Source: an optimization exercise on an open RTL-to-GDS flow (aim: small area, a short achievable clock period and few clock cycles per item). Production flows keep margins and buffers that such runs may drop. At most, simulation tests tie the RTL to the original design; equivalence was not proved. Power and IR drop assume default switching activity.

## the baseline
Design ozec_calc, start of the top module:
module ozec_calc (
    input             clk,
    input             rst_n,
    input             in_valid,
    output            in_ready,
    input      [31:0] cmd,
    input             subst,       
    input             nibmode,     
    input             bus_ready,   
    input      [15:0] d_word,      
    input      [7:0]  d_ofs,       
    input      [7:0]  d_rs,        
    input             d_valid,     
    output reg        done,
    output reg [3:0]  err,
    output reg        seq,
    output     [31:0] res0,
    output     [31:0] res1,
    output reg        wr_en,
    output     [6:0]  wr_addr,
    output            wr_two,
    output     [15:0] wr_data
);
export LEC_CHECK = 0
export ABC_AREA = 1
export CAP_MARGIN = 20
export CORE_MARGIN = 2
export CORE_UTILIZATION = 75
export CTS_CLUSTER_DIAMETER = 90
export CTS_CLUSTER_SIZE = 28
export PLACE_DENSITY = 0.75
export SLEW_MARGIN = 20
create_clock -name core_clock -period 115.0 [get_ports {clk}]
standard.sh (not shown) runs the stock make flow with config.mk's settings and CLKGATE_MAP_FILE= SYNTH_SCRIPT=/design/flow/synth_recipe.tcl, a recipe that flattens the netlist after the stock synthesis.
==> flow/flow/run.sh <==
#!/bin/bash
set -e
export BUFFER_PORTS_ARGS="-buffer_cell sky130_fd_sc_hd__buf_1"
bash standard.sh > standard.log 2>&1
Testbench counts of the baseline, summed over its fixed seeds: cycles 3,904, items 3,200.
diff inputs: the baseline => the candidate
# the baseline
export LEC_CHECK = 0
export ABC_AREA = 1
export CAP_MARGIN = 20
export CORE_MARGIN = 2
export CORE_UTILIZATION = 75
export CTS_CLUSTER_DIAMETER = 90
export CTS_CLUSTER_SIZE = 28
export PLACE_DENSITY = 0.75
export SLEW_MARGIN = 20
create_clock -name core_clock -period 115.0 [get_ports {clk}]
# the candidate
export LEC_CHECK = 0
export ABC_AREA = 1
export CAP_MARGIN = 20
export CORE_MARGIN = 2
export CORE_UTILIZATION = 90
export CTS_CLUSTER_DIAMETER = 90
export CTS_CLUSTER_SIZE = 26
export SLEW_MARGIN = 20
create_clock -name core_clock -period 115.0 [get_ports {clk}]
Notes after the runs:
The candidate got as far as global routing, where a tool error ended the run.
Reported for the candidate and the baseline, number of instances resized during post-cts repair turned out identical to the last digit.
The candidate vs. the baseline: CTS buffer count went up; instance area after placement lost about 0.44%; number of cells in the design after placement has decreased; pre-CTS setup slack increased by 92 ps relative to the old numbers.

========
ozec_calc, a different RTL version from the one above (not shown whole).
For scale: about 2700 cells after synthesis, roughly 0.027 mm² of cells after synthesis.
clock: 115.0 ns
lec_check: 0
cap_margin: 20
core_margin: 2
core_utilization: 40
slew_margin: 20
run.sh (not shown) runs the stock make flow with config.mk's settings and CLKGATE_MAP_FILE= SYNTH_SCRIPT=/design/flow/synth_recipe.tcl, a recipe that flattens the netlist after the stock synthesis.
Stock flow here: none of the scripts above is used.
The first run produced a clean layout.
Change:
==> flow/flow/run.sh (new file) <==
#!/bin/bash
set -e
export BUFFER_PORTS_ARGS="-buffer_cell sky130_fd_sc_hd__buf_2"
bash standard.sh > standard.log 2>&1
==> flow/standard.sh (new file) <==
#!/bin/bash
# synth_recipe.tcl (not shown) runs the flow's synth.tcl, then flattens the netlist and writes it again
# the make line also repeats each setting of config.mk as NAME=value (left out here)
make -C /OpenROAD-flow-scripts/flow DESIGN_CONFIG=/design/flow/config.mk WORK_HOME=/design/flow/orfs CLKGATE_MAP_FILE= SYNTH_SCRIPT=/design/flow/synth_recipe.tcl "${@:-finish}"
removed: flow/run.sh
What happened: Via count rises slightly. Fmax increases slightly. Clock skew decreases by 19 ps.
No functional check of the RTL was part of any run of this note.

========
Another version of the RTL of ozec_calc (not shown whole).
For scale: about 420 flip-flops, roughly 170 I/O pins, roughly 24,000 um2 of cells after synthesis.
export LEC_CHECK = 0
export ABC_AREA = 1
export CAP_MARGIN = 20
export CORE_MARGIN = 2
export CORE_UTILIZATION = 80
export CTS_CLUSTER_DIAMETER = 90
export CTS_CLUSTER_SIZE = 26
export SLEW_MARGIN = 20
create_clock -name core_clock -period 115.0 [get_ports {clk}]
standard.sh (not shown) runs the stock make flow with config.mk's settings and CLKGATE_MAP_FILE= SYNTH_SCRIPT=/design/flow/synth_recipe.tcl, a recipe that flattens the netlist after the stock synthesis.
==> flow/flow/run.sh <==
#!/bin/bash
set -e
export BUFFER_PORTS_ARGS="-buffer_cell sky130_fd_sc_hd__buf_1"
bash standard.sh > standard.log 2>&1
The starting point passed the timing, design-rule and antenna checks.
Testbench counts at the start, summed over its fixed seeds: cycles 3,904, items 3,200.
Then changed:
==> flow/flow/run.sh (replaced) <==
#!/bin/bash
set -e
export BUFFER_PORTS_ARGS="-buffer_cell sky130_fd_sc_hd__buf_2"
bash standard.sh > standard.log 2>&1
--- a/flow/config.mk
+++ b/flow/config.mk
@@ -11,3 +11,3 @@
-export CORE_UTILIZATION = 80
-export CTS_CLUSTER_DIAMETER = 90
-export CTS_CLUSTER_SIZE = 26
+export CORE_UTILIZATION = 70
+export CTS_CLUSTER_DIAMETER = 100
+export CTS_CLUSTER_SIZE = 30
Wire length went down by roughly a tenth. Worst setup slack gets better by 52 ps. Register-to-register slack improves by 670 ps. Via count shrinks by a few percent. Sequential cell count does not change. Total power falls by a few percent. Final area rose slightly. Cell count goes up by a few percent. Area after synthesis is unchanged.
Then changed:
==> flow/flow/run.sh (replaced) <==
#!/bin/bash
set -e
export BUFFER_PORTS_ARGS="-buffer_cell sky130_fd_sc_hd__buf_1"
bash standard.sh > standard.log 2>&1
--- a/flow/config.mk
+++ b/flow/config.mk
@@ -11 +11 @@
-export CORE_UTILIZATION = 70
+export CORE_UTILIZATION = 80
Outcome: The new run went through all stages and came out clean; cell area shrinks by 1.3%; die area shrinks by 12%; core utilization grows by 11 points; worst hold slack is better by 8.9 ps.

========
Another version of the RTL of ozec_calc (not shown whole).
For scale: roughly 2400 cells after synthesis, ~430 flip-flops, about 25000 um^2 of cells after synthesis.
clock: 115.0 ns
lec_check: 0
cap_margin: 20
core_margin: 2
core_utilization: 40
slew_margin: 20
==> flow/flow/run.sh <==
#!/bin/bash
set -e
export BUFFER_PORTS_ARGS="-buffer_cell sky130_fd_sc_hd__buf_2"
bash standard.sh > standard.log 2>&1
The starting point ran to the end with no violations.
Testbench counts at the start, summed over its fixed seeds: cycles 3,904, items 3,200.
Rerun with:
CORE_UTILIZATION = 70   (was 40)
Global-route usage is higher by 16 points.
Worst setup slack improved by 45 ps.
Hold slack got worse by 11 ps.
Total power is lower by 2.7%.
Core utilization is higher by 32 points.
Sequential share of layout area is higher by 0.70 points.
Maximum frequency is about the same.
Critical path depth stays the same.
Sequential power hardly moves.
Die area is lower by 42%.

[static timing again, ports no longer ideal]
The results above use ideal ports. As a check the final layouts listed here were re-extracted and re-timed, cells and wires unchanged.
Step 1, drivers: a clkbuf_16 drives clk and a buf_2 each remaining input, both assumed.
Step 2 also shifts input and output timing later by t, the mid clock arrival at the registers, as if the neighbouring blocks saw the same clock.
Slacks: no drivers / after step 1 / after step 2; pairs: no drivers / after step 1.
run	t, ns	setup slack, ns	worst setup path at the end	worst register clock-pin slew, ns
the baseline	0.601	90.819 / 90.761 / 90.940	input to register	0.11 / 0.11
the first run of note 2	0.654	90.361 / 90.303 / 90.957	register to output	0.07 / 0.07
the second run of note 2	0.639	90.785 / 90.725 / 91.313	input to register	0.07 / 0.07
the first run of note 3	0.604	90.860 / 90.804 / 91.069	input to register	0.11 / 0.11
the second run of note 3	0.597	90.912 / 90.856 / 91.062	input to register	0.12 / 0.12
the third run of note 3	0.595	90.859 / 90.803 / 91.072	input to register	0.12 / 0.12
the first run of note 4	0.637	90.773 / 90.713 / 91.282	input to register	0.07 / 0.07
the second run of note 4	0.633	90.817 / 90.759 / 91.335	input to register	0.07 / 0.07
After both steps every run listed still meets setup and hold.
